Source: an optimization exercise on an open RTL-to-GDS flow (aim: small area, a short achievable clock period and few clock cycles per item). Production flows keep margins and buffers that such runs may drop.
Where RTL was checked, it was by simulation tests only, not by an equivalence proof against the original.
The RTL of runs 1 to 7 was laid out without a check of its function.
No activity file was given, so power comes from the tool's default toggle rates.

==> design/flow/design.v <==
`timescale 1ns/1ps
module x64ptw_entry_decode (
    input  wire [1:0]  lv,
    input  wire [63:0] raw,
    output wire        leaf,
    output wire        big1g,         
    output wire        big2m,         
    output wire [4:0]  frame_shift,
    output wire [27:0] frame_ref,
    output wire        dirty,
    output wire        global_pg,
    output wire        pat,
    output wire [63:0] reserved,
    output wire        faulty
);
    wire l1 = (lv == 2'd0);
    wire l2 = (lv == 2'd1);
    wire l3 = (lv == 2'd2);
    wire l4 = (lv == 2'd3);
    assign big1g     = l3 & raw[7];
    assign big2m     = l2 & raw[7];
    assign leaf      = l1 | big1g | big2m;
    assign dirty     = leaf & raw[6];
    assign global_pg = leaf & raw[8];
    assign pat       = l1 ? raw[7] : ((big1g | big2m) & raw[12]);
    assign frame_shift = big1g ? 5'd30 : big2m ? 5'd21 : 5'd12;
    assign frame_ref[9:0]   = big1g ? raw[39:30] : big2m ? raw[30:21] : raw[21:12];
    assign frame_ref[18:10] = big1g ? 9'd0 : big2m ? raw[39:31] : raw[30:22];
    assign frame_ref[27:19] = (big1g | big2m) ? 9'd0 : raw[39:31];
    assign reserved[6:0]   = 7'd0;
    assign reserved[7]     = l4 & raw[7];
    assign reserved[12:8]  = 5'd0;
    assign reserved[20:13] = (big1g | big2m) ? raw[20:13] : 8'd0;
    assign reserved[29:21] = big1g ? raw[29:21] : 9'd0;
    assign reserved[39:30] = 10'd0;
    assign reserved[51:40] = raw[51:40];
    assign reserved[63:52] = 12'd0;
    assign faulty = (|raw[51:40]) | (l4 & raw[7]) |
                    ((big1g | big2m) & (|raw[20:13])) | (big1g & (|raw[29:21]));
endmodule
`timescale 1ns/1ps
module x64ptw (
    input  wire        clk,
    input  wire        rst,
    input  wire        cmd_valid,
    output wire        cmd_ready,
    input  wire [63:0] cmd_root,
    input  wire [63:0] cmd_va,
    input  wire        abort_req,
    output wire        mem_req_valid,
    input  wire        mem_req_ready,
    output wire [63:0] mem_req_addr,
    input  wire        mem_rsp_valid,
    input  wire [63:0] mem_rsp_data,
    input  wire        mem_rsp_err,
    output wire        ent_valid,
    output wire [2:0]  ent_level,
    output wire [8:0]  ent_index,
    output wire [63:0] ent_table_base,
    output wire [63:0] ent_raw,
    output wire        ent_leaf,
    output wire        ent_present,
    output wire        ent_writable,
    output wire        ent_user,
    output wire        ent_write_through,
    output wire        ent_cache_disable,
    output wire        ent_accessed,
    output wire        ent_exec_disable,
    output wire        ent_ps_valid,
    output wire        ent_ps,
    output wire        ent_dirty,
    output wire        ent_global,
    output wire        ent_pat,
    output wire [4:0]  ent_frame_shift,
    output wire [27:0] ent_frame_ref,
    output wire [63:0] ent_reserved,
    output wire        ent_faulty,
    output wire        rsp_valid,
    output wire [2:0]  rsp_status,
    output wire        rsp_mapped,
    output wire [63:0] rsp_page_base,
    output wire [4:0]  rsp_page_shift,
    output wire [29:0] rsp_page_offset,
    output wire [63:0] rsp_pa,
    output wire [2:0]  rsp_count,
    output wire [63:0] rsp_info
);
    reg        st_req;       
    reg        st_wait;      
    reg        st_done;      
    reg [1:0]  lv_q;         
    reg [63:0] va_q;
    reg [63:0] base_q;       
    wire [63:0] raw = mem_rsp_data;
    function [8:0] va_index(input [1:0] lv, input [63:0] va);
        case (lv)
            2'd3:    va_index = va[47:39];
            2'd2:    va_index = va[38:30];
            2'd1:    va_index = va[29:21];
            default: va_index = va[20:12];
        endcase
    endfunction
    wire [8:0]  index     = va_index(lv_q, va_q);
    wire [1:0]  lv_next   = lv_q - 2'd1;
    wire [8:0]  index_nxt = va_index(lv_next, va_q);
    wire [63:0] cur_addr  = base_q + {52'd0, index, 3'b000};
    wire canonical = (cmd_va[63:47] == 17'd0) || (cmd_va[63:47] == 17'h1FFFF);
    wire        d_leaf, d_big1g, d_big2m;
    wire [4:0]  d_shift;
    wire [27:0] d_frame;
    x64ptw_entry_decode u_dec (
        .lv         (lv_q),
        .raw        (raw),
        .leaf       (d_leaf),
        .big1g      (d_big1g),
        .big2m      (d_big2m),
        .frame_shift(d_shift),
        .frame_ref  (d_frame),
        .dirty      (ent_dirty),
        .global_pg  (ent_global),
        .pat        (ent_pat),
        .reserved   (ent_reserved),
        .faulty     (ent_faulty)
    );
    wire answer   = st_wait & mem_rsp_valid;
    wire stop     = mem_rsp_err | !raw[0] | d_leaf | abort_req;
    wire w_end    = answer & stop;                
    wire w_next   = answer & !stop;               
    wire idle     = !(st_req | st_wait | st_done);
    assign cmd_ready = idle | st_done | w_end;
    wire accept      = cmd_valid & cmd_ready;
    wire first_req   = accept & canonical;
    assign mem_req_valid = st_req | w_next | first_req;
    assign mem_req_addr  = w_next ? {24'd0, raw[39:12], index_nxt, 3'b000} :
                           st_req ? cur_addr :
                                    cmd_root + {52'd0, cmd_va[47:39], 3'b000};
    always @(posedge clk) begin
        if (rst) begin
            st_req  <= 1'b0;
            st_wait <= 1'b0;
            st_done <= 1'b0;
        end else if (accept) begin
            st_req  <= canonical & !mem_req_ready;
            st_wait <= canonical & mem_req_ready;
            st_done <= !canonical;
        end else if (w_next) begin
            st_req  <= !mem_req_ready;
            st_wait <= mem_req_ready;
        end else begin
            if (st_req & mem_req_ready) begin
                st_req  <= 1'b0;
                st_wait <= 1'b1;
            end
            if (w_end)
                st_wait <= 1'b0;
            st_done <= 1'b0;
        end
    end
    always @(posedge clk) begin
        if (cmd_ready) begin
            va_q   <= cmd_va;
            base_q <= cmd_root;
            lv_q   <= 2'd3;
        end else if (w_next) begin
            base_q <= {24'd0, raw[39:12], 12'd0};
            lv_q   <= lv_next;
        end
    end
    assign ent_valid         = answer & !mem_rsp_err;
    assign ent_level         = {1'b0, lv_q} + 3'd1;
    assign ent_index         = index;
    assign ent_table_base    = base_q;
    assign ent_raw           = raw;
    assign ent_leaf          = d_leaf;
    assign ent_present       = raw[0];
    assign ent_writable      = raw[1];
    assign ent_user          = raw[2];
    assign ent_write_through = raw[3];
    assign ent_cache_disable = raw[4];
    assign ent_accessed      = raw[5];
    assign ent_exec_disable  = raw[63];
    assign ent_ps_valid      = (lv_q != 2'd0);
    assign ent_ps            = (lv_q != 2'd0) & raw[7];
    assign ent_frame_shift   = d_shift;
    assign ent_frame_ref     = d_frame;
    wire mapped = st_wait & !mem_rsp_err & raw[0] & d_leaf;
    wire [29:0] offset = d_big1g ? va_q[29:0] :
                         d_big2m ? {9'd0, va_q[20:0]} : {18'd0, va_q[11:0]};
    wire [39:0] pbase  = {raw[39:30],
                          d_big1g ? 9'd0 : raw[29:21],
                          (d_big1g | d_big2m) ? 9'd0 : raw[20:12],
                          12'd0};
    assign rsp_valid       = st_done | w_end;
    assign rsp_status      = st_done ? 3'd1 :
                             mem_rsp_err ? 3'd2 :
                             (raw[0] & !d_leaf) ? 3'd7 : 3'd0;
    assign rsp_mapped      = mapped;
    assign rsp_page_base   = mapped ? {24'd0, pbase} : 64'd0;
    assign rsp_page_shift  = mapped ? d_shift : 5'd0;
    assign rsp_page_offset = mapped ? offset : 30'd0;
    assign rsp_pa          = mapped ? {24'd0, pbase | {10'd0, offset}} : 64'd0;
    assign rsp_count       = st_done ? 3'd0 : ({1'b0, ~lv_q} + {2'd0, !mem_rsp_err});
    assign rsp_info        = st_done ? va_q : mem_rsp_err ? cur_addr : 64'd0;
endmodule
==> design/flow/run.sh <==
#!/bin/bash
# synth_recipe.tcl (not shown) runs the flow's synth.tcl, then flattens the netlist and writes it again
# the make line also repeats each setting of config.mk as NAME=value (left out here)
make -C /OpenROAD-flow-scripts/flow DESIGN_CONFIG=/design/flow/config.mk WORK_HOME=/design/flow/orfs CLKGATE_MAP_FILE= SYNTH_SCRIPT=/design/flow/synth_recipe.tcl finish
==> design/flow/config.mk <==
export PLATFORM = sky130hd
export DESIGN_NAME = x64ptw
export DESIGN_NICKNAME = x64ptw
export VERILOG_FILES = /design/flow/design.v
export SDC_FILE = /design/flow/constraint.sdc
export NUM_CORES = 4
export LEC_CHECK = 0
export ABC_CLOCK_PERIOD_IN_PS = 2500
export CAP_MARGIN = 20
export CORE_AREA = 5 5 275 275
export DIE_AREA = 0 0 280 280
export PLACE_DENSITY = 0.6
export SETUP_SLACK_MARGIN = 3.0
export SLEW_MARGIN = 20
==> design/flow/constraint.sdc <==
create_clock -name core_clock -period 6.0 [get_ports {clk}]
set_input_delay 1.2000 -clock core_clock [delete_from_list [all_inputs] [get_ports {clk}]]
set_output_delay 1.2000 -clock core_clock [all_outputs]
set_load 0.01 [all_outputs]
==> results.json, run 1 <==
{
  "yosysTopAreaCellShare_pct": 29.5,
  "first_pass_iters": 10,
  "cts_num_sinks": 133,
  "drive_gt1_share_pct": 49.3,
  "cts_tree": "yes",
  "hold_class": "reg -> reg",
  "dpl_cell_area_um2": 20900,
  "maxSlewViolCount": 0,
  "start_kind": "register",
  "ir_worst_vdd_mv": 0.201,
  "cpPeakStageDelay_ps": 530,
  "slowest_stage": "a222oi_1",
  "num_rows": 99,
  "cts_buffers": 17,
  "hpwl_mm": 74.5,
  "ys_types": 80,
  "grt_max_degree": 59,
  "clk_pin_slew_worst_paths_ps": 60,
  "skew_ps": 15.4,
  "yosys_warnings": 1,
  "grt_pass1_wl_mm": 126,
  "htreeDepth": 4,
  "slew_headroom_pct": 21.7,
  "grt_pass1_vias": 15200,
  "clock_path_buffers": 2,
  "start_util_pct": 17.9,
  "netlist_instances": 1571,
  "criticalPathCategory": "reg -> out",
  "fin_crit_ps": 5490,
  "gr-total-overflow": 0,
  "crit_fanout": 7,
  "ys_seq_area_share_pct": 30.3,
  "dieWidth_um": 280,
  "path_cells": "inv_6 > ha_4 > buf_6 > a222oi_1 > mux2i_4 > ha_4 > nand2b_4 > a211o_4 > o21ai_4 > nand3_2 > buf_12 > buf_12 > buf_4 > nor3_4 > xnor2_2 > a211oi_2 > buf_2",
  "via_per_inst": 4.86,
  "period_share_pct": 91.5,
  "rsz0062_at_grt": "true",
  "outcome": "no timing/DRC/antenna violations",
  "final_util_pct": 37.0,
  "cts_hold_buf": 0,
  "die_area_um2": 78400,
  "cellPowerDensity_nw_per_um2": 182,
  "tns_ps": 0,
  "wl_mm": 106,
  "ys.flop_type": "edfxtp_1",
  "synth_edf_count": 128,
  "cp_data_required_time_ps": 4800,
  "hold_viol": 0,
  "drt-initial-drc-count": 1960,
  "yosys.area.top_type": "edfxtp_1",
  "fin_area_um2": 26900,
  "syn_avg_cell_area_um2": 8.28,
  "fmaxAchievable_mhz": 182,
  "synth_commonest_cells": "240 x nand2_1, 203 x buf_4, 128 x edfxtp_1",
  "leakage_uw": 0.0126,
  "clk_latency_ps": 500,
  "synth.most_common_cell": "nand2_1",
  "num_vias": 16800,
  "gp_congestion": 0.949,
  "drc": 0,
  "synth_area_leaders": "edfxtp_1 30%, buf_4 12%, nand2_1 6.9%",
  "synth.cell_area_um2": 13000,
  "grtUsageTotal_pct": 23.0,
  "cp_top_family": "compound AO/OA/AOI/OAI gates",
  "critPathCaptureType": "primary output",
  "critPathArrivalTime_ps": 4290,
  "setup_viol": 0,
  "ys_seq_elements": 133,
  "drv_cap": 0,
  "tightest_slew_ps": 1170,
  "synthArstFlopShare_pct": 0,
  "fp.dieH_um": 280,
  "root_buffer": "clkbuf_16",
  "io_buffers": 610,
  "nets": 2708,
  "antenna_found_initial": 5,
  "ant_nets": 0,
  "io_pins": 752,
  "area_growth_pct": 107,
  "crit_buf_inv": 6,
  "fp.coreArea_um2": 72600,
  "wire_per_inst_um": 30.7
}
==> placed cells by master, fill, tap and decap left out, types with 40 or more instances in the layout <==
cell type	instances
buf_12	53
clkbuf_2	113
conb_1	95
clkdlybuf4s50_1	185
edfxtp_1	128
nor2_1	41
and2_1	41
buf_4	289
buf_2	65
buf_6	168
nand2_1	221
dlymetal6s2s_1	120
and2_4	40
==> final cells by class <==
cell class	instances	area [um2]
multi-input combinational	1208	10200
antenna	1	2.50
clock inverter	14	138
clock buffer	17	425
timing repair inverter	3	26.3
timing repair buffer	1077	10700
inverter	41	228
sequential	133	3960
tap	959	1200
fill	7271	45700
==> layer usage <==
layer	global-route usage, %	part of all wire [%]	up-vias
met2	38.6	47	1152
met1	27.8	37	8209
met4	7.86	4.4	6
met3	7.39	11	243
met5	0	0.039	-
li1	-	-	7166
==> state kept, by name, indices dropped and copies added (netlist names) <==
name and count:
base_q 64, va_q 64, lv_q 2, st_done 1, st_req 1, st_wait 1
==> where the power goes <==
| part | switching (uW) | total, uW | internal [uW] |
|---|---|---|---|
| Sequential | 180 | 1340 | 1160 |
| Combinational | 1280 | 2440 | 1160 |
| Clock | 510 | 1110 | 604 |
| Total | 1970 | 4890 | 2920 |
==> stage by stage <==
step                      setup slack [ps]  cells  total power (uW)  hold WS (ps)
after floorplan                       1450   1664              2080           522
after global placement                 249   3047              3120           549
after detailed placement               237   3047              3110           551
after CTS                              563   3175              4400           577
after global routing                   405   3452              5060           597
final                                  510   3453              4890           592
==> logic make-up after synthesis <==
family	count (synthesis)	share of synthesized area, %
flops	133	30.3
buf+inv	325	15.5
mux	21	1.64
compound gates	305	16.6
fa+ha+maj	28	2.81
xor+xnor	113	7.61
simple gates	644	25.5
other cells	2	0.0577
==> worst paths after layout <==
path	start	to	slack [ps]	cells after the start
max	lv_q[0]$_SDFFE_PP1P_	mem_req_addr[63]	510	17
min	lv_q[1]$_SDFFE_PP1P_	lv_q[1]$_SDFFE_PP1P_	590	2
min reg2reg	lv_q[1]$_SDFFE_PP1P_	lv_q[1]$_SDFFE_PP1P_	590	2
max reg2reg	lv_q[0]$_SDFFE_PP1P_	base_q[10]$_SDFFCE_PN0P_	2230	22
==> tightest hold or removal path: stages (launching register included) <==
cell	delay, ps
dfxtp_4	390
nand2_1	70
o211ai_1	90
==> repair_timing <==
item | in CTS | in global routing
setup buffers | 95 | 239
pin swaps | 74 | 132
setup endpoints to repair | 485 | 487
gates resized for setup | 433 | 1226
cloned | 2 | 38
hold endpoints to repair | 0 | 0
==> run 2: changes to the inputs <==
--- a/design/flow/design.v
+++ b/design/flow/design.v
@@ -103,7 +103,8 @@
     wire [8:0]  index     = va_index(lv_q, va_q);
     wire [1:0]  lv_next   = lv_q - 2'd1;
     wire [8:0]  index_nxt = va_index(lv_next, va_q);
-    wire [63:0] cur_addr  = base_q + {52'd0, index, 3'b000};
+    wire [63:0] root_addr = base_q + {52'd0, va_q[47:39], 3'b000};
+    wire [63:0] cur_addr  = (lv_q == 2'd3) ? root_addr : {base_q[63:12], index, 3'b000};
     wire canonical = (cmd_va[63:47] == 17'd0) || (cmd_va[63:47] == 17'h1FFFF);
     wire        d_leaf, d_big1g, d_big2m;
     wire [4:0]  d_shift;
@@ -131,7 +132,7 @@
     wire accept      = cmd_valid & cmd_ready;
     wire first_req   = accept & canonical;
     assign mem_req_valid = st_req | w_next | first_req;
-    assign mem_req_addr  = w_next ? {24'd0, raw[39:12], index_nxt, 3'b000} :
+    assign mem_req_addr  = (st_wait & !stop) ? {24'd0, raw[39:12], index_nxt, 3'b000} :
                            st_req ? cur_addr :
                                     cmd_root + {52'd0, cmd_va[47:39], 3'b000};
     always @(posedge clk) begin
==> design/flow/flow/run.sh (new file) <==
#!/bin/bash
# Standard layout, with plain buffers (not delay cells) on the ports.
set -euo pipefail
export BUFFER_PORTS_ARGS="-buffer_cell sky130_fd_sc_hd__buf_1"
bash standard.sh > standard.log 2>&1
==> design/flow/standard.sh (new file) <==
#!/bin/bash
# synth_recipe.tcl (not shown) runs the flow's synth.tcl, then flattens the netlist and writes it again
# the make line also repeats each setting of config.mk as NAME=value (left out here)
make -C /OpenROAD-flow-scripts/flow DESIGN_CONFIG=/design/flow/config.mk WORK_HOME=/design/flow/orfs CLKGATE_MAP_FILE= SYNTH_SCRIPT=/design/flow/synth_recipe.tcl "${@:-finish}"
==> design/flow/config.mk (replaced) <==
export PLATFORM = sky130hd
export DESIGN_NAME = x64ptw
export DESIGN_NICKNAME = x64ptw
export VERILOG_FILES = /design/flow/design.v
export SDC_FILE = /design/flow/constraint.sdc
export NUM_CORES = 4
export LEC_CHECK = 0
export ABC_CLOCK_PERIOD_IN_PS = 2000
export CAP_MARGIN = 20
export CORE_AREA = 5 5 275 275
export DIE_AREA = 0 0 280 280
export PLACE_DENSITY = 0.6
export SETUP_SLACK_MARGIN = 2.0
export SLEW_MARGIN = 20
removed: design/flow/run.sh
==> run 2 against run 1 <==
  * Non-clock buffer count decreased by 209
  * Sequential share of layout area grew 3.2 points
  * Sequential power decreased by 15%
  * Synthesized cell count fell by 5.3%
  * Synthesized area fell by 0.53%
  * Via count fell by 10%
  * Fmax is 14% higher
  * Sequential cell count is the same
  * Highest routed layer unchanged
==> results.json, run 2 <==
{
  "outcome": "no timing/DRC/antenna violations",
  "path_common_cell": "buf_6",
  "yosys_warnings": 1,
  "switchingPower_uw": 1250,
  "drt-initial-drc-count": 1270,
  "ys_seq_area_share_pct": 30.5,
  "clk_latency_ps": 490,
  "cp_top_family": "buffers and inverters",
  "start_kind": "primary input",
  "num_vias": 15000,
  "ir_worst_vdd_mv": 0.140,
  "gp_congestion": 0.887,
  "drv_cap": 0,
  "reg_top3": "base_q x64, va_q x64, lv_q x2",
  "io_pins": 752,
  "io_buffers": 610,
  "period_share_pct": 80.4,
  "crit_buf_inv": 6,
  "grt_max_degree": 66,
  "first_pass_iters": 9,
  "cellPowerDensity_nw_per_um2": 154,
  "layout_common_cells": "377 x buf_1, 180 x buf_6, 150 x buf_4",
  "grt_pass1_wl_mm": 125,
  "yosysTopAreaCellShare_pct": 29.7,
  "antenna_found_initial": 10,
  "cts_num_sinks": 133,
  "fp.coreArea_um2": 72600,
  "fp.dieH_um": 280,
  "multi_input_area_um2": 9800,
  "gr-total-overflow": 0,
  "wire_per_inst_um": 31.0,
  "ys.flop_type": "edfxtp_1",
  "die_area_um2": 78400,
  "yosys.area.top_type": "edfxtp_1",
  "grtUsageTotal_pct": 23.2,
  "final_util_pct": 30.5,
  "fill_cells": 7640,
  "cts_tree": "yes",
  "cp_data_required_time_ps": 4800,
  "ys_seq_elements": 133,
  "drc": 0,
  "p_comb_share_pct": 33.7,
  "num_rows": 99,
  "hold_viol": 0,
  "synth_commonest_cells": "204 x buf_4, 155 x nand2_1, 128 x edfxtp_1",
  "slew_headroom_pct": 32.6,
  "root_buffer": "clkbuf_16",
  "ant_nets": 0,
  "p_clk_share_pct": 32.8,
  "setup_viol": 0,
  "skew_ps": 28.6,
  "final_cells": 3162,
  "criticalPathCategory": "in -> out",
  "crit_fanout": 5,
  "cpPeakStageDelay_ps": 350,
  "p_sw_share_pct": 36.7,
  "htreeDepth": 4,
  "tightest_slew_ps": 1010,
  "fin_area_um2": 22100,
  "synth.cell_area_um2": 12900,
  "synth_area_leaders": "edfxtp_1 30%, buf_4 12%, nand2_1 4.5%",
  "dieWidth_um": 280,
  "p_seq_share_pct": 33.5,
  "synth_edf_count": 128,
  "synthArstFlopShare_pct": 0,
  "ys_types": 80,
  "fin_crit_ps": 4820,
  "maxSlewViolCount": 0,
  "tns_ps": 0,
  "fmaxAchievable_mhz": 207,
  "fin_ws_ps": 1180,
  "slowest_stage": "fa_2",
  "rsz0062_at_grt": "true",
  "clock_path_buffers": 2,
  "hpwl_mm": 75.8,
  "final_common_cell": "buf_1",
  "cts_buffers": 17,
  "critPathCaptureType": "primary output",
  "clk_pin_slew_worst_paths_ps": 60,
  "critPathArrivalTime_ps": 3620,
  "start_util_pct": 17.8,
  "preCtsSetupSlack_ps": 439,
  "nets": 2413,
  "path_cells": "buf_8 > ha_4 > fa_2 > a21o_1 > a221oi_4 > buf_12 > a211oi_4 > buf_6 > buf_6 > nand2_8 > buf_6 > nor3_4 > xor2_1 > o211a_1 > buf_6",
  "area_growth_pct": 70.9,
  "hold_class": "reg -> reg",
  "leakage_uw": 0.00878,
  "drive_gt1_share_pct": 43.0,
  "grt_pass1_vias": 14100,
  "register_area_um2": 3960,
  "synth.most_common_cell": "buf_4",
  "wl_mm": 98.1,
  "dp_cells": 2912,
  "via_per_inst": 4.75,
  "netlist_instances": 1488,
  "syn_avg_cell_area_um2": 8.70,
  "power.internal_uw": 2160,
  "dpl_cell_area_um2": 15700
}
==> run 2: changes by cell type after synthesis, moves of 9 or more <==
cell and change:
nand3_1 -10, nand2_1 -85, xnor2_1 +10, xor2_1 -16, o21ai_1 +12, o21ai_0 -14, mux2_2 +33, and3_1 +9
==> run 2: through the flow <==
step	hold slack (ps)	power, uW
2_1_floorplan	515	1590
6_report	542	3410
5_1_grt	575	3550
4_1_cts	554	3330
3_3_place_gp	620	1970
3_5_place_dp	626	1970
==> run 2: power by group through the flow <==
stage | registers [uW] | clock network [uW] | logic (uW)
global route | 1150 | 1190 | 1210
CTS | 1140 | 1160 | 1040
floorplan | 1130 | 0 | 460
global placement | 1160 | 0 | 809
finish | 1140 | 1120 | 1150
detailed placement | 1160 | 0 | 809
==> run 2: layer usage <==
layer	vias to the layer above	wire length (um)	GRT usage [%]
met1	7459	37500	28.0
li1	6519	-	-
met4	12	2930	5.80
met5	-	79	0
met2	885	47300	39.4
met3	147	10300	8.51
==> run 2: final timing paths <==
check	from	end	slack (ps)	depth (start not counted)
worst min register to register	lv_q[1]$_SDFFE_PP1N_	lv_q[1]$_SDFFE_PP1N_	540	1
worst max-delay path	cmd_va[39]	mem_req_addr[51]	1180	15
worst max register to register	lv_q[1]$_SDFFE_PP1N_	st_req$_SDFFE_PP0P_	3120	13
worst min-delay path	lv_q[1]$_SDFFE_PP1N_	lv_q[1]$_SDFFE_PP1N_	540	1
==> run 2: cell families (layout without fill, tap and decap cells) <==
family,after synthesis,count (layout),share of synthesized area (%)
and+or+nand+nor,549,549,23.1
buffers and inverters,321,938,15.4
AOI/OAI and AO/OA,294,294,16.4
DFF,133,133,30.5
xor gates and xnor gates,107,107,7.24
muxes,53,53,4.45
adders and majority gates,29,29,2.92
other,2,100,0.0580
==> run 2: worst reg2reg max path, stage by stage (launching register included) <==
cell and delay, ps:
dfxtp_4 370, buf_6 120, buf_12 110, ha_4 170
o21ai_4 150, buf_6 180, buf_16 210, nand3_4 170
o21bai_2 210, nand2_4 100, buf_4 400, nand2_1 240
o21ai_0 90, a211oi_1 270
==> run 2: area by class of cell <==
class                   count  share of cell area (%)
flip-flops and latches    133                    17.9
clock buffers              19                    1.96
clock inverters            13                   0.662
well taps                 959                    5.43
inverters                  38                   0.809
multi-input cells        1127                    44.3
diodes                      5                  0.0566
repair buffers            868                    28.9
==> run 2: repair_timing <==
action,4_1_cts,5_1_grt
buffers inserted,129,70
gates cloned,8,5
endpoints found under the setup margin,280,226
hold buffers,0,0
pin swaps,96,149
resized for setup,608,466
==> run 3: changes to the inputs <==
==> design/flow/flow/run.sh (replaced) <==
#!/bin/bash
# Standard layout with plain buffers (not delay cells) on the ports and with
# adders left to abc as plain gates (no ripple half/full adder cells).
set -euo pipefail
export BUFFER_PORTS_ARGS="-buffer_cell sky130_fd_sc_hd__buf_1"
export ADDER_MAP_FILE=
bash standard.sh > standard.log 2>&1
--- a/design/flow/config.mk
+++ b/design/flow/config.mk
@@ -10,5 +10,6 @@
 export CORE_AREA = 5 5 275 275
 export DIE_AREA = 0 0 280 280
 export PLACE_DENSITY = 0.6
-export SETUP_SLACK_MARGIN = 2.0
+export SETUP_SLACK_MARGIN = 2.2
 export SLEW_MARGIN = 20
+export TNS_END_PERCENT = 10
==> run 3 against run 2 <==
  * Largest power group is now registers
  * Cell count increased by 0.41%
  * Die area unchanged
  * Via count decreased by 1.6%
  * Critical path depth decreased by 3
  * Global-route usage decreased by 1.5 points
  * Hold slack improved by 140 ps
==> results.json, run 3 <==
{
  "tns_ps": 0,
  "wl_mm": 90.6,
  "grt_pass1_vias": 14200,
  "synth_xor_xnor_area_share_pct": 9.06,
  "netlist_instances": 1568,
  "die_area_um2": 78400,
  "ys_seq_elements": 133,
  "final_common_cell": "buf_1",
  "clk_pin_slew_worst_paths_ps": 70,
  "grt_pass1_wl_mm": 118,
  "slew_headroom_pct": 49.1,
  "synth_edf_count": 128,
  "gp_congestion": 0.890,
  "whs_ps": 682,
  "grt_max_degree": 59,
  "htreeDepth": 4,
  "cp_data_required_time_ps": 4800,
  "layout_common_cells": "519 x buf_1, 209 x nand2_1, 163 x buf_4",
  "fp.dieH_um": 280,
  "ant_nets": 0,
  "synth.most_common_cell": "nand2_1",
  "maxSlewViolCount": 0,
  "ys_types": 79,
  "cp_top_family": "compound AO/OA/AOI/OAI gates",
  "hold_class": "reg -> reg",
  "ir_worst_vdd_mv": 0.173,
  "cts_num_sinks": 133,
  "cts_hold_buf": 0,
  "dieWidth_um": 280,
  "gr-total-overflow": 0,
  "fp.coreArea_um2": 72600,
  "leakage_uw": 0.00701,
  "yosysTopAreaCellShare_pct": 29.9,
  "cts_buffers": 17,
  "syn_avg_cell_area_um2": 8.19,
  "cellPowerDensity_nw_per_um2": 182,
  "rsz0062_at_grt": "true",
  "grtUsageTotal_pct": 21.7,
  "setup_viol": 0,
  "yosys.area.top_type": "edfxtp_1",
  "r2r_cells": 11,
  "synth_area_leaders": "edfxtp_1 30%, buf_4 12%, nand2_1 6.4%",
  "path_common_cell": "buf_12",
  "num_rows": 99,
  "first_pass_iters": 5,
  "drv_cap": 0,
  "muxShareOfSynthArea_pct": 3.62,
  "hpwl_mm": 70.7,
  "num_vias": 14800,
  "drive_gt1_share_pct": 24.8,
  "hold_viol": 0,
  "critPathLaunch": "cmd_root[6]",
  "outcome": "no timing/DRC/antenna violations",
  "path_cells": "buf_12 > xnor2_4 > or3_4 > o21a_4 > o21ai_4 > buf_12 > buf_12 > and3_4 > nand2_4 > xnor2_2 > a222oi_1 > buf_2",
  "synth_compound_area_share_pct": 15.3,
  "final_util_pct": 26.1,
  "synth_fa_ha_area_share_pct": 0.545,
  "r2r-end": "base_q[4]$_SDFFCE_PN0P_",
  "io_pins": 752,
  "antenna_found_initial": 18,
  "drt-initial-drc-count": 1248,
  "io_buffers": 610,
  "nets": 2396,
  "setup.worst_path.end": "mem_req_addr[21]",
  "synth_top_family_by_area": "simple AND/OR/NAND/NOR gates",
  "clock_path_buffers": 2,
  "slowest_stage": "a222oi_1",
  "start_kind": "primary input",
  "crit_cells": 12,
  "tightest_slew_ps": 756,
  "cpPeakStageDelay_ps": 410,
  "fin_crit_ps": 4730,
  "synth.cell_area_um2": 12800,
  "synth-simple-area-share_pct": 24.9,
  "yosys_warnings": 1,
  "crit_buf_inv": 4,
  "via_per_inst": 4.65,
  "synthArstFlopShare_pct": 0,
  "crit_fanout": 5,
  "area_growth_pct": 47.6,
  "worstReg2RegStart": "lv_q[1]$_SDFFE_PP1N_",
  "critPathCaptureType": "primary output",
  "fmaxAchievable_mhz": 211,
  "critPathArrivalTime_ps": 3530,
  "reg_top3": "base_q x64, va_q x64, lv_q x2",
  "ys_seq_area_share_pct": 30.7,
  "root_buffer": "clkbuf_16",
  "criticalPathCategory": "in -> out",
  "synth_commonest_cells": "219 x nand2_1, 204 x buf_4, 128 x edfxtp_1",
  "cts_tree": "yes",
  "r2r_slack_ps": 2940,
  "clk_latency_ps": 490,
  "skew_ps": 21.6,
  "drc": 0,
  "period_share_pct": 78.8,
  "ys.flop_type": "edfxtp_1",
  "start_util_pct": 17.7,
  "wire_per_inst_um": 28.5
}
-- run 3: logic make-up after synthesis --
| kind of cell | count (synthesis) |
|---|---|
| DFF | 133 |
| xor gates and xnor gates | 132 |
| AOI/OAI and AO/OA | 301 |
| other | 2 |
| muxes | 23 |
| and+or+nand+nor | 644 |
| buffers and inverters | 326 |
| adders and majority gates | 7 |
-- run 3: worst min path at each step --
| stage | from | end | slack (ps) | cells past startpoint |
|---|---|---|---|---|
| final | st_done$_SDFFE_PP0P_ | st_done$_SDFFE_PP0P_ | 680 | 2 |
| after global routing | st_done$_SDFFE_PP0P_ | st_done$_SDFFE_PP0P_ | 740 | 2 |
| after CTS | st_done$_SDFFE_PP0P_ | st_done$_SDFFE_PP0P_ | 720 | 2 |
| after detailed placement | st_wait$_SDFFE_PP0P_ | st_wait$_SDFFE_PP0P_ | 700 | 3 |
| after global placement | st_wait$_SDFFE_PP0P_ | st_wait$_SDFFE_PP0P_ | 660 | 3 |
| after floorplan | st_wait$_SDFFE_PP0P_ | st_wait$_SDFFE_PP0P_ | 600 | 3 |
-- run 3: timing repair --
item,in CTS,in global routing
setup buffers,86,45
gates resized for setup,228,173
cloned,9,0
pin swaps,45,46
setup endpoints to repair,369,258
-- run 3: layout make-up --
| cell class | instances | area [um2] |
|---|---|---|
| Clock inverter | 15 | 159 |
| Timing Repair inverter | 1 | 5.00 |
| Timing Repair Buffer | 801 | 4520 |
| Inverter | 40 | 170 |
| Clock buffer | 17 | 425 |
| Multi-Input combinational cell | 1203 | 8510 |
| Fill cell | 8004 | 53600 |
| Antenna cell | 6 | 15.0 |
| Tap cell | 959 | 1200 |
| Sequential cell | 133 | 3960 |
-- run 3: metrics by stage --
| step | area (um2) | power, uW | setup slack, ps | instances |
|---|---|---|---|---|
| 5_1_grt | 19000 | 3620 | 1190 | 3175 |
| 4_1_cts | 18000 | 3430 | 1230 | 3124 |
| 3_5_place_dp | 15500 | 2170 | 696 | 2997 |
| 2_1_floorplan | 13300 | 1730 | 1830 | 1661 |
| 3_3_place_gp | 15500 | 2160 | 694 | 2997 |
| 6_report | 19000 | 3460 | 1270 | 3175 |
-- run 3: power by group --
part	internal [uW]	switching, uW
Clock	589	537
Sequential	1100	97.2
Combinational	414	724
Total	2100	1360
-- run 3: per-layer routing --
layer / vias up / global-route usage [%] / routed length (um)
met2: 930 / 37.5 / 44500
met5: - / 0 / 55
met1: 7204 / 26.4 / 35300
met4: 10 / 9.24 / 3700
li1: 6497 / - / -
met3: 136 / 4.41 / 7040
-- run 3: worst min-delay path: cells and delay by family, from the launching register on --
| family | cells | cell delay [ps] |
|---|---|---|
| simple gates | 1 | 140 |
| flops | 1 | 440 |
| compound gates | 1 | 60 |
==> run 4: changes to the inputs <==
--- a/design/flow/design.v
+++ b/design/flow/design.v
@@ -91,6 +91,9 @@
     reg [1:0]  lv_q;         
     reg [63:0] va_q;
     reg [63:0] base_q;       
+    reg [63:3] nxt_q;        
+    reg        nxt_ok;       
+    reg        nxt_canon;    
     wire [63:0] raw = mem_rsp_data;
     function [8:0] va_index(input [1:0] lv, input [63:0] va);
         case (lv)
@@ -130,19 +133,23 @@
     wire idle     = !(st_req | st_wait | st_done);
     assign cmd_ready = idle | st_done | w_end;
     wire accept      = cmd_valid & cmd_ready;
-    wire first_req   = accept & canonical;
+    wire first_req   = accept & nxt_ok & nxt_canon;
     assign mem_req_valid = st_req | w_next | first_req;
     assign mem_req_addr  = (st_wait & !stop) ? {24'd0, raw[39:12], index_nxt, 3'b000} :
-                           st_req ? cur_addr :
-                                    cmd_root + {52'd0, cmd_va[47:39], 3'b000};
+                           st_req ? cur_addr : {nxt_q, cmd_root[2:0]};
+    always @(posedge clk) begin
+        nxt_q     <= cmd_root[63:3] + {52'd0, cmd_va[47:39]};
+        nxt_canon <= canonical;
+        nxt_ok    <= cmd_valid & !accept;
+    end
     always @(posedge clk) begin
         if (rst) begin
             st_req  <= 1'b0;
             st_wait <= 1'b0;
             st_done <= 1'b0;
         end else if (accept) begin
-            st_req  <= canonical & !mem_req_ready;
-            st_wait <= canonical & mem_req_ready;
+            st_req  <= canonical & !(nxt_ok & mem_req_ready);
+            st_wait <= canonical & nxt_ok & mem_req_ready;
             st_done <= !canonical;
         end else if (w_next) begin
             st_req  <= !mem_req_ready;
==> design/flow/flow/run.sh (replaced) <==
#!/bin/bash
# Standard layout, with plain buffers (not delay cells) on the ports.
set -euo pipefail
export BUFFER_PORTS_ARGS="-buffer_cell sky130_fd_sc_hd__buf_1"
bash standard.sh > standard.log 2>&1
==> design/flow/config.mk (replaced) <==
export PLATFORM = sky130hd
export DESIGN_NAME = x64ptw
export DESIGN_NICKNAME = x64ptw
export VERILOG_FILES = /design/flow/design.v
export SDC_FILE = /design/flow/constraint.sdc
export NUM_CORES = 4
export LEC_CHECK = 0
export CAP_MARGIN = 20
export CORE_AREA = 5 5 275 275
export DIE_AREA = 0 0 280 280
export PLACE_DENSITY = 0.6
export SLEW_MARGIN = 20
==> run 4 against run 3 <==
  * Cell count shrank 1.2%
  * Global-route usage is 1.4 points higher
  * Core utilization is 2.1 points lower
  * Sequential power increased by 34%
  * Via count up 3.0%
  * Final area decreased by 8.1%
  * Worst setup slack worse by 950 ps
  * Largest cell class unchanged
  * Largest power group unchanged
==> results.json, run 4 <==
{
  "outcome": "no timing/DRC/antenna violations",
  "antenna_found_initial": 19,
  "critPathCaptureType": "primary output",
  "ys_seq_area_share_pct": 36.4,
  "critPathLaunch": "va_q[43]$_DFFE_PP_",
  "grt_pass1_wl_mm": 125,
  "worstReg2RegStart": "lv_q[0]$_SDFFE_PP1P_",
  "r2r_slack_ps": 1740,
  "fp.coreArea_um2": 72600,
  "hold_viol": 0,
  "grt_pass1_vias": 14400,
  "cts_num_sinks": 196,
  "start_util_pct": 19.7,
  "hpwl_mm": 76.8,
  "drc": 0,
  "worstHoldEndpoint": "st_wait$_SDFFE_PP0P_",
  "critPathArrivalTime_ps": 4480,
  "dieWidth_um": 280,
  "drt-initial-drc-count": 1524,
  "num_rows": 99,
  "period_share_pct": 94.7,
  "yosys_warnings": 1,
  "cts_buffers": 17,
  "rsz0062_at_grt": "false",
  "cts_hold_buf": 0,
  "skew_ps": 20.2,
  "synth_area_leaders": "edfxtp_1 27%, buf_4 11%, dfxtp_1 9.5%",
  "fmaxAchievable_mhz": 176,
  "hold_path.startpoint": "nxt_ok$_DFF_P_",
  "maxSlewViolCount": 0,
  "slew_headroom_pct": 22.7,
  "die_area_um2": 78400,
  "io_pins": 752,
  "ys.flop_type": "edfxtp_1",
  "synth_edf_count": 128,
  "syn_avg_cell_area_um2": 8.46,
  "ir_worst_vdd_mv": 0.175,
  "nets": 2389,
  "clk_pin_slew_worst_paths_ps": 80,
  "setup_viol": 0,
  "post_cts_buffers": 0,
  "clock_path_buffers": 2,
  "ys_seq_elements": 196,
  "r2r_cells": 10,
  "first_pass_iters": 10,
  "grtUsageTotal_pct": 23.1,
  "synth.cell_area_um2": 14300,
  "yosysTopAreaCellShare_pct": 26.9,
  "yosys.area.top_type": "edfxtp_1",
  "htreeDepth": 4,
  "crit_fanout": 12,
  "root_buffer": "clkbuf_16",
  "netlist_instances": 1688,
  "fin_crit_ps": 5680,
  "power.internal_uw": 2430,
  "p_comb_share_pct": 21.2,
  "area_growth_pct": 22.0,
  "start_kind": "register",
  "ctsResizeCount": 0,
  "layout_common_cells": "584 x buf_1, 210 x nand2_1, 128 x edfxtp_1",
  "ant_nets": 0,
  "hold_class": "reg -> reg",
  "p_clk_share_pct": 35.8,
  "p_seq_share_pct": 43.0,
  "via_per_inst": 4.85,
  "synthArstFlopShare_pct": 0,
  "p_sw_share_pct": 35.1,
  "tightest_slew_ps": 1160,
  "worst_hold_path.num_cells": 2,
  "clk_latency_ps": 510,
  "fp.dieH_um": 280,
  "ys_types": 65,
  "cts_tree": "yes",
  "criticalPathCategory": "reg -> out",
  "leakage_uw": 0.00658,
  "wl_mm": 96.1,
  "drive_gt1_share_pct": 6.39,
  "switchingPower_uw": 1310,
  "dpl_cell_area_um2": 16800,
  "drv_cap": 0,
  "io_buffers": 610,
  "num_vias": 15200,
  "grt_max_degree": 65,
  "final_common_cell": "buf_1",
  "cp_data_required_time_ps": 4800,
  "r2r-end": "base_q[0]$_SDFFCE_PN0P_",
  "synth_commonest_cells": "213 x nand2_1, 204 x buf_4, 128 x edfxtp_1",
  "cellPowerDensity_nw_per_um2": 215,
  "reg_top3": "base_q x64, va_q x64, nxt_q x61",
  "tns_ps": 0,
  "fin_area_um2": 17400,
  "gp_congestion": 0.931,
  "synth.most_common_cell": "nand2_1",
  "gr-total-overflow": 0,
  "wire_per_inst_um": 30.6
}
## run 4: power by group through the flow
stage	Sequential [uW]	Clock (uW)	Combinational, uW
3_5_place_dp	1640	0	785
3_3_place_gp	1640	0	787
4_1_cts	1610	1390	789
5_1_grt	1610	1430	850
6_report	1610	1340	792
2_1_floorplan	1590	0	451
## run 4: worst max path at each step
stage	to	slack, ps	cells after the start
2_1_floorplan	cmd_ready	480	7
3_3_place_gp	mem_req_addr[12]	800	9
3_5_place_dp	mem_req_addr[12]	750	9
4_1_cts	mem_req_addr[18]	280	9
5_1_grt	mem_req_addr[18]	180	9
6_report	mem_req_addr[18]	320	9
## run 4: final cells by class
cell class,count,area [um2]
Fill cell,8201,55200
Multi-Input combinational cell,1254,7470
Sequential cell,196,5210
Timing Repair Buffer,657,2770
Tap cell,959,1200
Clock buffer,17,425
Clock inverter,15,214
Inverter,35,134
Antenna cell,5,12.5
## run 4: cells by family after synthesis
kind of cell | count (synthesis) | synth area share [%]
simple gates | 668 | 23.9
compound gates | 336 | 15.0
buf+inv | 331 | 14.1
flops | 196 | 36.4
xor+xnor | 108 | 6.62
fa+ha+maj | 29 | 2.65
mux | 18 | 1.30
other cells | 2 | 0.0526
## run 4: critical path: stages, from the launching register on
cell      delay (ps)
edfxtp_1         560
ha_1             420
and3_1           220
a221oi_1         470
o31a_1           750
buf_4            300
nor2_1            70
xnor2_1          620
o21ai_0          340
buf_1            210
## run 4: routing by layer
metal | global-route usage (%) | part of all wire, % | vias up
li1 | - | - | 6701
met4 | 8.91 | 3.9 | 10
met2 | 36.9 | 46 | 906
met5 | 0 | 0.060 | -
met3 | 7.50 | 9.4 | 152
met1 | 29.2 | 41 | 7457
## run 4: per-stage QoR
stage	utilization [%]	total power [uW]	hold WS, ps	worst slack (ps)	std cells
floorplan	-	2040	463	475	1781
global placement	23.1	2420	495	802	3101
detailed placement	23.1	2420	491	747	3101
CTS	24.0	3780	505	283	3133
global route	24.0	3890	523	175	3135
finish	24.0	3740	508	321	3138
==> run 5: changes to the inputs <==
--- a/design/flow/config.mk
+++ b/design/flow/config.mk
@@ -9,4 +9,5 @@
 export CORE_AREA = 5 5 275 275
 export DIE_AREA = 0 0 280 280
 export PLACE_DENSITY = 0.6
+export SETUP_SLACK_MARGIN = 1.5
 export SLEW_MARGIN = 20
==> run 5 against run 4 <==
  * Synthesized area unchanged
  * Synthesized cell count stayed put
  * Die area is the same
  * Via count rose by 3.4%
  * Core utilization increased by 2.7 points
  * First-iteration DRC count increased by 11%
  * Register-to-register slack gained 780 ps
  * Critical path depth rose by 1
  * Count of clock-buffer cells in the layout rose by 1
  * Clock power is 9% lower
  * Critical path type unchanged
  * Critical endpoint is now rsp_info[37]
  * Highest routed layer unchanged
==> results.json, run 5 <==
{
  "synth.most_common_cell": "nand2_1",
  "fill_cells": 7949,
  "grtUsageTotal_pct": 23.7,
  "criticalPathCategory": "reg -> out",
  "outcome": "no timing/DRC/antenna violations",
  "grt_pass1_vias": 14500,
  "r2r-end": "base_q[2]$_SDFFCE_PN0P_",
  "yosys.area.top_type": "edfxtp_1",
  "tightest_slew_ps": 1160,
  "syn_avg_cell_area_um2": 8.46,
  "nets": 2472,
  "antenna_found_initial": 14,
  "first_pass_iters": 10,
  "area_growth_pct": 35.8,
  "synthArstFlopShare_pct": 0,
  "drt-initial-drc-count": 1698,
  "yosysTopAreaCellShare_pct": 26.9,
  "synth_commonest_cells": "213 x nand2_1, 204 x buf_4, 128 x edfxtp_1",
  "cts_buffers": 17,
  "cts_tree": "yes",
  "hold_viol": 0,
  "drive_gt1_share_pct": 17.9,
  "synth.cell_area_um2": 14300,
  "drc": 0,
  "tns_ps": 0,
  "io_pins": 752,
  "die_area_um2": 78400,
  "fp.dieH_um": 280,
  "wl_mm": 99.5,
  "hpwl_mm": 77.7,
  "cts_num_sinks": 196,
  "ys_seq_area_share_pct": 36.4,
  "cp_data_required_time_ps": 4800,
  "leakage_uw": 0.00747,
  "synth_area_leaders": "edfxtp_1 27%, buf_4 11%, dfxtp_1 9.5%",
  "layout_common_cells": "529 x buf_1, 207 x nand2_1, 140 x buf_4",
  "fmaxAchievable_mhz": 220,
  "skew_ps": 22.0,
  "final_common_cell": "buf_1",
  "io_buffers": 610,
  "ir_worst_vdd_mv": 0.232,
  "period_share_pct": 75.9,
  "synth_edf_count": 128,
  "drv_cap": 0,
  "num_rows": 99,
  "slew_headroom_pct": 22.8,
  "via_per_inst": 4.89,
  "fin_crit_ps": 4550,
  "hold_class": "reg -> reg",
  "start_util_pct": 19.7,
  "worstReg2RegStart": "lv_q[0]$_SDFFE_PP1P_",
  "worst_hold_path.num_cells": 2,
  "rsz0062_at_grt": "true",
  "htreeDepth": 4,
  "setup_viol": 0,
  "gr-total-overflow": 0,
  "fin_total_pwr_uw": 3790,
  "final_util_pct": 26.7,
  "wire_per_inst_um": 30.9,
  "ant_nets": 0,
  "clock_path_buffers": 2,
  "grt_pass1_wl_mm": 128,
  "crit_fanout": 7,
  "num_vias": 15700,
  "ys.flop_type": "edfxtp_1",
  "grt_max_degree": 70,
  "clk_pin_slew_worst_paths_ps": 80,
  "root_buffer": "clkbuf_16",
  "ys_seq_elements": 196,
  "reg_top3": "base_q x64, va_q x64, nxt_q x61",
  "start_kind": "register",
  "netlist_instances": 1688,
  "dieWidth_um": 280,
  "maxSlewViolCount": 0,
  "clk_latency_ps": 520,
  "fp.coreArea_um2": 72600,
  "yosys_warnings": 1,
  "r2r_slack_ps": 2520,
  "fin_area_um2": 19400,
  "dpl_cell_area_um2": 16700,
  "worstHoldEndpoint": "st_wait$_SDFFE_PP0P_",
  "cellPowerDensity_nw_per_um2": 196,
  "critPathArrivalTime_ps": 3350,
  "ys_types": 65,
  "gp_congestion": 0.900,
  "critPathCaptureType": "primary output",
  "hold_path.startpoint": "nxt_ok$_DFF_P_",
  "r2r_cells": 13
}
-- run 5: cell count changes in the layout (fill, tap and decap cells not counted), sizes merged --
cell,delta
clkinvlp,+4
clkbuf,+21
buf,+62
inv,-2
bufinv,-3
diode,-2
and2,+1
-- run 5: how the worst max path moves through the flow --
stage                            start                to  slack, ps  cells past startpoint
2_1_floorplan              mem_rsp_err         cmd_ready       1570                      7
3_3_place_gp           mem_rsp_data[7]  mem_req_addr[24]        810                      9
3_5_place_dp           mem_rsp_data[7]  mem_req_addr[24]        690                      9
4_1_cts        base_q[3]$_SDFFCE_PN0P_      rsp_info[27]       1350                     12
5_1_grt             va_q[39]$_DFFE_PP_      rsp_info[37]       1350                     13
6_report       base_q[9]$_SDFFCE_PN0P_      rsp_info[37]       1450                     10
-- run 5: timing repair --
action,4_1_cts,5_1_grt
setup endpoints to repair,212,89
gates resized for setup,152,149
hold buffers,0,0
cloned,2,1
pin swaps,26,50
setup buffers,60,28
-- run 5: cell families (layout without fill, tap and decap cells) --
family / Yosys count / count (layout) / synth area share, %
other: 2 / 98 / 0.0526
flip-flops: 196 / 196 / 36.4
multiplexers: 18 / 18 / 1.30
buffers and inverters: 331 / 806 / 14.1
AO/OA/AOI/OAI: 336 / 336 / 15.0
adder cells (fa/ha/maj): 29 / 29 / 2.65
XOR/XNOR: 108 / 108 / 6.62
AND/OR/NAND/NOR: 668 / 669 / 23.9
-- run 5: per-layer routing --
layer  GRT usage [%]  part of all wire (%)  up-vias
met5               0                 0.077        -
met4            7.62                   3.4       14
met3            10.1                    11      147
met2            38.0                    46      913
met1            28.8                    39     7805
li1                -                     -     6866
-- run 5: where the power goes --
part | leakage [uW] | internal (uW) | total [uW] | switching [uW]
Sequential | 0.00193 | 1510 | 1600 | 84.6
Clock | 0.000268 | 552 | 1220 | 671
Combinational | 0.00528 | 341 | 972 | 630
Total | 0.00747 | 2410 | 3790 | 1390
-- run 5: stage by stage --
stage	worst slack (ps)	hold WS (ps)	instances
floorplan	1570	463	1781
global placement	808	494	3093
detailed placement	691	501	3093
CTS	1350	512	3187
global route	1350	569	3218
finish	1450	514	3219
-- run 5: critical path: stages, from the launching register on --
cell      delay [ps]
edfxtp_1         500
ha_4             300
a21o_4           230
or4_4            520
o211a_4          300
buf_12           140
buf_6            110
nand4_1          120
xor2_2           310
o21ai_1          140
buf_4            180
-- run 5: area by class of cell --
cell class	instances	area, um2	area share [%]
timing repair buffer	739	3710	19.1
sequential	196	5220	26.9
clock inverter	14	139	0.716
inverter	35	149	0.768
tap	959	1200	6.19
multi-input combinational	1255	8540	44.1
clock buffer	18	429	2.21
antenna	3	7.51	0.0387
==> run 6: changes to the inputs <==
--- a/design/flow/config.mk
+++ b/design/flow/config.mk
@@ -6,8 +6,8 @@
 export NUM_CORES = 4
 export LEC_CHECK = 0
 export CAP_MARGIN = 20
-export CORE_AREA = 5 5 275 275
-export DIE_AREA = 0 0 280 280
+export CORE_AREA = 5 5 195 195
+export DIE_AREA = 0 0 200 200
 export PLACE_DENSITY = 0.6
 export SETUP_SLACK_MARGIN = 1.5
 export SLEW_MARGIN = 20
==> run 6 against run 5 <==
  * The flow now stops in I/O pin placement (3_2_place_iop)
  * Synthesized cell count is the same
  * Synthesized area is the same
==> results.json, run 6 <==
{
  "tool.error": "[ERROR PPL-0024] Number of IO pins (752) exceeds maximum number of available positions (718). Increase the die perimeter from 800.00um to 1022.72um.",
  "synthArstFlopShare_pct": 0,
  "yosysTopAreaCellShare_pct": 26.9,
  "ys_types": 65,
  "yosys.area.top_type": "edfxtp_1",
  "start_util_pct": 40.2,
  "synth_commonest_cells": "213 x nand2_1, 204 x buf_4, 128 x edfxtp_1",
  "yosys_warnings": 1,
  "lastStage": "I/O pin placement (3_2_place_iop)",
  "synth_edf_count": 128,
  "netlist_instances": 1688,
  "ys_seq_area_share_pct": 36.4,
  "synth_area_leaders": "edfxtp_1 27%, buf_4 11%, dfxtp_1 9.5%",
  "outcome": "did not finish",
  "ys.flop_type": "edfxtp_1",
  "fp.dieH_um": 200,
  "ys_seq_elements": 196,
  "dieWidth_um": 200,
  "synth.most_common_cell": "nand2_1",
  "num_rows": 69,
  "syn_avg_cell_area_um2": 8.46,
  "synth.cell_area_um2": 14300
}
==> run 6: cell counts after synthesis <==
No cell type changed its count.
==> run 6: cells by family after synthesis <==
group | Yosys count | synth area share [%]
other | 2 | 0.0526
muxes | 18 | 1.30
adders and majority gates | 29 | 2.65
buffers and inverters | 331 | 14.1
DFF | 196 | 36.4
AOI/OAI and AO/OA | 336 | 15.0
xor gates and xnor gates | 108 | 6.62
and+or+nand+nor | 668 | 23.9
==> run 7: changes to the inputs <==
==> design/flow/flow/run.sh (replaced) <==
#!/bin/bash
# Standard layout with plain buffers (not delay cells) on the ports and with
# adders left to abc as plain gates (no ripple half/full adder cells).
set -euo pipefail
export BUFFER_PORTS_ARGS="-buffer_cell sky130_fd_sc_hd__buf_1"
export ADDER_MAP_FILE=
bash standard.sh > standard.log 2>&1
==> design/flow/config.mk (replaced) <==
export PLATFORM = sky130hd
export DESIGN_NAME = x64ptw
export DESIGN_NICKNAME = x64ptw
export VERILOG_FILES = /design/flow/design.v
export SDC_FILE = /design/flow/constraint.sdc
export NUM_CORES = 4
export LEC_CHECK = 0
export ABC_CLOCK_PERIOD_IN_PS = 2000
export CAP_MARGIN = 20
export CORE_AREA = 5 5 275 275
export DIE_AREA = 0 0 280 280
export PLACE_DENSITY = 0.6
export SETUP_SLACK_MARGIN = 2.2
export SLEW_MARGIN = 20
export TNS_END_PERCENT = 10
==> run 7 against run 6 <==
  * Now clean on timing, DRC and antenna
  * Synthesized area down 0.69%
  * Synthesized cell count down 0.59%
==> results.json, run 7 <==
{
  "yosys.area.top_type": "edfxtp_1",
  "hold_path.startpoint": "nxt_ok$_DFF_P_",
  "leakage_uw": 0.00720,
  "synth_area_leaders": "edfxtp_1 27%, buf_4 11%, dfxtp_1 9.6%",
  "r2r_slack_ps": 2990,
  "cellPowerDensity_nw_per_um2": 205,
  "fp.coreArea_um2": 72600,
  "htreeDepth": 4,
  "r2r_cells": 9,
  "final_common_cell": "buf_1",
  "fill_cells": 8005,
  "critPathArrivalTime_ps": 3170,
  "drc": 0,
  "critPathCaptureType": "primary output",
  "fp.dieH_um": 280,
  "whs_ps": 558,
  "hpwl_mm": 73.5,
  "synth.cell_area_um2": 14200,
  "gr-total-overflow": 0,
  "synth.most_common_cell": "nand2_1",
  "worst_hold_path.num_cells": 2,
  "nets": 2455,
  "yosysTopAreaCellShare_pct": 27.1,
  "netlist_instances": 1678,
  "ys_types": 66,
  "io_buffers": 610,
  "period_share_pct": 72.8,
  "outcome": "no timing/DRC/antenna violations",
  "ys_seq_elements": 196,
  "ir_worst_vdd_mv": 0.154,
  "layout_common_cells": "561 x buf_1, 205 x nand2_1, 128 x edfxtp_1",
  "first_pass_iters": 5,
  "cts_hold_buf": 0,
  "num_vias": 15300,
  "fmaxAchievable_mhz": 229,
  "fin_area_um2": 19200,
  "synth_edf_count": 128,
  "critPathLaunch": "va_q[43]$_DFFE_PP_",
  "clock_path_buffers": 2,
  "ys.flop_type": "edfxtp_1",
  "area_growth_pct": 35.5,
  "gp_congestion": 0.888,
  "drt-initial-drc-count": 1522,
  "grt_pass1_wl_mm": 126,
  "cts_tree": "yes",
  "drv_cap": 0,
  "clk_pin_slew_worst_paths_ps": 90,
  "antenna_found_initial": 8,
  "rsz0062_at_grt": "true",
  "cts_buffers": 17,
  "setup_viol": 0,
  "yosys_warnings": 1,
  "slew_headroom_pct": 31.7,
  "ant_nets": 0,
  "num_rows": 99,
  "grt_max_degree": 65,
  "dpl_cell_area_um2": 16400,
  "fin_crit_ps": 4370,
  "wl_mm": 96.1,
  "reg_top3": "base_q x64, va_q x64, nxt_q x61",
  "start_util_pct": 19.5,
  "root_buffer": "clkbuf_16",
  "grtUsageTotal_pct": 23.2,
  "maxSlewViolCount": 0,
  "clk_latency_ps": 520,
  "final_cells": 3229,
  "dp_cells": 3073,
  "hold_class": "reg -> reg",
  "hold_viol": 0,
  "die_area_um2": 78400,
  "drive_gt1_share_pct": 17.5,
  "synth_commonest_cells": "214 x nand2_1, 212 x buf_4, 136 x o21ai_0",
  "crit_fanout": 5,
  "grt_pass1_vias": 14500,
  "criticalPathCategory": "reg -> out",
  "via_per_inst": 4.75,
  "io_pins": 752,
  "skew_ps": 16.5,
  "cts_num_sinks": 196,
  "start_kind": "register",
  "tns_ps": 0,
  "dieWidth_um": 280,
  "cp_data_required_time_ps": 4800,
  "synthArstFlopShare_pct": 0,
  "worstReg2RegStart": "lv_q[0]$_SDFFE_PP1P_",
  "syn_avg_cell_area_um2": 8.45,
  "wire_per_inst_um": 29.8,
  "ys_seq_area_share_pct": 36.7,
  "tightest_slew_ps": 1020
}
-- run 7: cell type report --
type | count | area (um2) | area share (%)
sequential | 196 | 5220 | 27.2
clock buffer | 20 | 458 | 2.38
antenna | 1 | 2.50 | 0.0130
tap | 959 | 1200 | 6.24
clock inverter | 12 | 129 | 0.670
multi-input combinational | 1238 | 8030 | 41.8
timing repair buffer | 764 | 4010 | 20.9
timing repair inverter | 1 | 5.00 | 0.0260
inverter | 38 | 166 | 0.866
-- run 7: repair_timing --
action | in CTS | in global routing
buffers inserted | 106 | 6
setup endpoints to repair | 291 | 286
resized for setup | 206 | 58
hold endpoints to repair | 0 | 0
pin swaps | 33 | 10
gates cloned | 10 | 1
-- run 7: worst max-delay path, stage by stage (launching register included) --
cell and delay, ps:
edfxtp_1 540, xnor2_2 360, nor4_2 90, and2_1 220, or3_1 390, xor2_1 170, o21ai_1 510, a22o_1 220
buf_1 170
-- run 7: metrics by stage --
step / worst slack (ps) / total power (uW) / utilization (%)
after floorplan: 2150 / 2170 / -
after global placement: 511 / 2580 / 22.6
after detailed placement: 738 / 2580 / 22.6
after CTS: 1650 / 3960 / 26.2
after global routing: 1550 / 4100 / 26.5
final: 1630 / 3940 / 26.5
-- run 7: final timing paths --
check | end
setup reg to reg | base_q[9]$_SDFFCE_PN0P_
setup / recovery | rsp_info[10]
hold reg to reg | st_wait$_SDFFE_PP0P_
hold / removal | st_wait$_SDFFE_PP0P_
-- run 7: logic make-up (layout without fill, tap and decap cells) --
family	Yosys count	after routing	synth area share [%]
xor+xnor	137	137	8.46
simple gates	645	646	22.7
fa+ha+maj	6	6	0.459
flops	196	196	36.7
other cells	2	96	0.0529
mux	21	21	3.08
compound gates	333	333	13.9
buf+inv	338	835	14.7
-- run 7: power by group --
part	switching [uW]	internal, uW
combinational	669	341
clock	674	582
sequential	130	1550
total	1470	2470
-- run 7: routing by layer --
metal	GRT usage (%)	part of all wire, %	up-vias
met5	0	0.054	-
met4	5.64	2.3	8
met3	6.62	8.5	108
met2	38.0	47	846
met1	30.2	42	7649
li1	-	-	6730
==> run 8: changes to the inputs <==
--- a/design/flow/design.v
+++ b/design/flow/design.v
@@ -106,8 +106,7 @@
     wire [8:0]  index     = va_index(lv_q, va_q);
     wire [1:0]  lv_next   = lv_q - 2'd1;
     wire [8:0]  index_nxt = va_index(lv_next, va_q);
-    wire [63:0] root_addr = base_q + {52'd0, va_q[47:39], 3'b000};
-    wire [63:0] cur_addr  = (lv_q == 2'd3) ? root_addr : {base_q[63:12], index, 3'b000};
+    wire [63:0] cur_addr  = (lv_q == 2'd3) ? {nxt_q, base_q[2:0]} : {base_q[63:12], index, 3'b000};
     wire canonical = (cmd_va[63:47] == 17'd0) || (cmd_va[63:47] == 17'h1FFFF);
     wire        d_leaf, d_big1g, d_big2m;
     wire [4:0]  d_shift;
@@ -137,10 +136,12 @@
     assign mem_req_valid = st_req | w_next | first_req;
     assign mem_req_addr  = (st_wait & !stop) ? {24'd0, raw[39:12], index_nxt, 3'b000} :
                            st_req ? cur_addr : {nxt_q, cmd_root[2:0]};
+    wire nxt_hold = (lv_q == 2'd3) & (st_req | (st_wait & !mem_rsp_valid));
     always @(posedge clk) begin
-        nxt_q     <= cmd_root[63:3] + {52'd0, cmd_va[47:39]};
+        if (!nxt_hold)
+            nxt_q <= cmd_root[63:3] + {52'd0, cmd_va[47:39]};
         nxt_canon <= canonical;
-        nxt_ok    <= cmd_valid & !accept;
+        nxt_ok    <= cmd_valid & !accept & !nxt_hold;
     end
     always @(posedge clk) begin
         if (rst) begin
==> design/flow/config.mk (replaced) <==
export PLATFORM = sky130hd
export DESIGN_NAME = x64ptw
export DESIGN_NICKNAME = x64ptw
export VERILOG_FILES = /design/flow/design.v
export SDC_FILE = /design/flow/constraint.sdc
export NUM_CORES = 4
export LEC_CHECK = 0
export CAP_MARGIN = 20
export CORE_AREA = 5 5 275 275
export DIE_AREA = 0 0 280 280
export PLACE_DENSITY = 0.6
export SETUP_SLACK_MARGIN = 2.5
export SLEW_MARGIN = 20
export TNS_END_PERCENT = 10
==> run 8 against run 7 <==
  * Power grew 12%
  * Core utilization shrank 0.14 points
  * Routed wire length decreased by 7.8%
  * Final area down 0.52%
  * Sequential cell count unchanged
  * Critical endpoint is now rsp_pa[28]
  * Critical path depth grew 3
  * Die area unchanged
  * Sequential power increased by 19%
  * Fmax is 13% higher
  * Highest routed layer unchanged
  * Via count decreased by 2.6%
==> results.json, run 8 <==
{
  "ys_types": 61,
  "fin_area_um2": 19100,
  "synth_commonest_cells": "260 x nand2_1, 204 x buf_4, 189 x edfxtp_1",
  "fp.dieH_um": 280,
  "via_per_inst": 4.86,
  "cts_tree": "yes",
  "slowest_stage": "buf_4",
  "synth.most_common_cell": "nand2_1",
  "ant_nets": 0,
  "drc": 0,
  "synth.cell_area_um2": 14400,
  "area_growth_pct": 32.4,
  "use_met3_pct": 6.91,
  "start_kind": "primary input",
  "num_rows": 99,
  "gp_congestion": 0.927,
  "drt-initial-drc-count": 1754,
  "register_area_um2": 5830,
  "period_share_pct": 64.7,
  "final_common_cell": "buf_1",
  "ir_worst_vdd_mv": 0.177,
  "critPathCaptureType": "primary output",
  "top_usage_layer": "met2",
  "critPathArrivalTime_ps": 2680,
  "outcome": "no timing/DRC/antenna violations",
  "die_area_um2": 78400,
  "skew_ps": 17.7,
  "grt_max_degree": 53,
  "yosys.area.top_type": "edfxtp_1",
  "layout_common_cells": "513 x buf_1, 255 x nand2_1, 189 x edfxtp_1",
  "nets": 2288,
  "cts_hold_buf": 0,
  "hpwl_mm": 65.1,
  "antenna_found_initial": 14,
  "setup_viol": 0,
  "crit_buf_inv": 7,
  "hold_viol": 0,
  "io_buffers": 610,
  "crit_fanout": 7,
  "num_vias": 14900,
  "start_util_pct": 19.9,
  "netlist_instances": 1584,
  "clk_latency_ps": 500,
  "tightest_slew_ps": 1090,
  "grt.met2_usage_pct": 33.0,
  "r2r_cells": 8,
  "grt_pass1_vias": 14100,
  "drv_cap": 0,
  "cp_top_family": "buffers and inverters",
  "fmaxAchievable_mhz": 258,
  "clock_path_buffers": 2,
  "path_common_cell": "buf_6",
  "worstReg2RegStart": "lv_q[0]$_SDFFE_PP1P_",
  "cellPowerDensity_nw_per_um2": 231,
  "fill_cells": 7903,
  "setup.worst_path.end": "rsp_pa[28]",
  "synthArstFlopShare_pct": 0,
  "first_pass_iters": 6,
  "rsz0062_at_grt": "true",
  "critPathLaunch": "mem_rsp_err",
  "synth_edf_count": 189,
  "htreeDepth": 4,
  "tns_ps": 0,
  "ys.flop_type": "edfxtp_1",
  "cts_buffers": 17,
  "gr-total-overflow": 0,
  "maxSlewViolCount": 0,
  "hold_class": "reg -> reg",
  "fin_crit_ps": 3880,
  "yosys_warnings": 1,
  "multi_input_area_um2": 7500,
  "cts_num_sinks": 196,
  "synth_area_leaders": "edfxtp_1 39%, buf_4 11%, nand2_1 6.8%",
  "ys_seq_elements": 196,
  "leakage_uw": 0.00689,
  "dpl_cell_area_um2": 16600,
  "slew_headroom_pct": 27.0,
  "wl_mm": 88.6,
  "wire_per_inst_um": 28.9,
  "r2r-end": "base_q[39]$_DFFE_PP_",
  "dieWidth_um": 280,
  "syn_avg_cell_area_um2": 9.12,
  "ys_seq_area_share_pct": 40.3,
  "io_pins": 752,
  "cp_data_required_time_ps": 4800,
  "cpPeakStageDelay_ps": 190,
  "criticalPathCategory": "in -> out",
  "grtUsageMet1_pct": 26.1,
  "path_cells": "buf_6 > buf_6 > nor2b_4 > buf_6 > buf_6 > nand3_4 > buf_4 > buf_12 > nor3_2 > or2_2 > buf_1",
  "reg_top3": "base_q x64, va_q x64, nxt_q x61",
  "fp.coreArea_um2": 72600,
  "grtUsageTotal_pct": 21.1,
  "drive_gt1_share_pct": 18.6,
  "r2r_slack_ps": 3200,
  "clk_pin_slew_worst_paths_ps": 90,
  "crit_cells": 11,
  "root_buffer": "clkbuf_16",
  "grt_pass1_wl_mm": 116,
  "yosysTopAreaCellShare_pct": 39.3
}
## run 8: worst register-to-register path: stages (launching register included)
cell      delay [ps]
dfxtp_4          590
nand2b_4         230
a21o_4           180
buf_12           130
buf_6            110
a21oi_4           70
nor3_4           180
buf_4            540
mux2_2           530
## run 8: repair_timing
| action | CTS | global route |
|---|---|---|
| resized for setup | 235 | 75 |
| endpoints found under the setup margin | 344 | 297 |
| buffers inserted | 37 | 12 |
| pin swaps | 19 | 9 |
| cloned | 16 | 3 |
| endpoints found under the hold margin | 0 | 0 |
## run 8: metal layers
| metal | up-vias | wire (um) |
|---|---|---|
| met5 | - | 61 |
| met3 | 202 | 9150 |
| li1 | 6361 | - |
| met1 | 7295 | 34300 |
| met4 | 8 | 4890 |
| met2 | 1069 | 40200 |
## run 8: cell type report
type | count | share of cell area, %
Clock inverter | 14 | 0.883
Inverter | 34 | 0.870
Timing Repair inverter | 3 | 0.0916
Tap cell | 959 | 6.27
Clock buffer | 18 | 2.24
Sequential cell | 196 | 30.5
Multi-Input combinational cell | 1134 | 39.2
Antenna cell | 10 | 0.131
Timing Repair Buffer | 703 | 19.8
## run 8: worst min path at each step
stage          slack, ps      startpoint                  end  depth (start not counted)
2_1_floorplan        530  nxt_ok$_DFF_P_  st_req$_SDFFE_PP0P_                          2
3_3_place_gp         560  nxt_ok$_DFF_P_  st_req$_SDFFE_PP0P_                          2
3_5_place_dp         570  nxt_ok$_DFF_P_  st_req$_SDFFE_PP0P_                          2
4_1_cts              570  nxt_ok$_DFF_P_  st_req$_SDFFE_PP0P_                          2
5_1_grt              610  nxt_ok$_DFF_P_  st_req$_SDFFE_PP0P_                          2
6_report             580  nxt_ok$_DFF_P_  st_req$_SDFFE_PP0P_                          2
## run 8: power by group
group	switching, uW	internal [uW]	total [uW]
combinational	772	364	1140
sequential	250	1750	2000
clock	640	630	1270
total	1660	2750	4410
## run 8: cells by family after synthesis
kind of cell	after synthesis	share of synthesized area, %
AO/OA/AOI/OAI	264	11.6
XOR/XNOR	73	4.43
adder cells (fa/ha/maj)	3	0.208
buffers and inverters	354	15.0
flip-flops	196	40.3
multiplexers	107	9.21
other	2	0.0520
AND/OR/NAND/NOR	585	19.2
## run 8: through the flow
stage               instances  power, uW  hold WS, ps  setup WS [ps]  utilization [%]
finish                   3071       4410          576           2120             26.3
global route             3061       4610          606           2090             26.3
CTS                      3046       4440          574           2180             25.8
detailed placement       2961       3090          573           1290             22.9
global placement         2961       3080          563           1350             22.9
floorplan                1677       2520          527           1870                -
Testbench counts of run 8, summed over its fixed seeds: cycles 21,230, walks 3,200.

## port drivers added, routing unchanged
In the flow no input, the clock included, has a driving cell. The finished layouts below were timed again as built, in two steps.
Step 1: set_driving_cell puts a clkbuf_16 on clk and a buf_2 on each other input, an assumption about the parent block.
Step 2, shift: input delay + t, output delay - t, t = (earliest + latest rising clock arrival at the registers) / 2. This alone moves slack from input paths to output paths.
Slacks: ideal / step 1 / step 2; pairs: ideal / step 1.
| run | shift t [ns] | slack for setup (ns) | worst register clock-pin slew, ns | worst slew at a driven data input, ns | pins driven straight from the clock port |
|---|---|---|---|---|---|
| run 1 | 0.546 | 0.510 / 0.455 / 0.686 | 0.08 / 0.08 | 0.22 | 1 |
| run 2 | 0.534 | 1.177 / 1.122 / 1.122 | 0.07 / 0.07 | 0.16 | 1 |
| run 3 | 0.526 | 1.271 / 1.222 / 1.222 | 0.09 / 0.09 | 0.18 | 1 |
| run 4 | 0.558 | 0.321 / 0.265 / 0.680 | 0.09 / 0.09 | 0.16 | 1 |
| run 5 | 0.557 | 1.445 / 1.392 / 1.566 | 0.10 / 0.10 | 0.15 | 1 |
| run 7 | 0.558 | 1.631 / 1.577 / 1.416 | 0.09 / 0.09 | 0.24 | 1 |
| run 8 | 0.542 | 2.117 / 2.053 / 1.792 | 0.09 / 0.09 | 0.13 | 1 |
After both steps setup and hold are still met in every run listed. For run 8, which loses most, drivers alone change the setup slack by -0.064 ns; drivers and shift together by -0.325 ns.
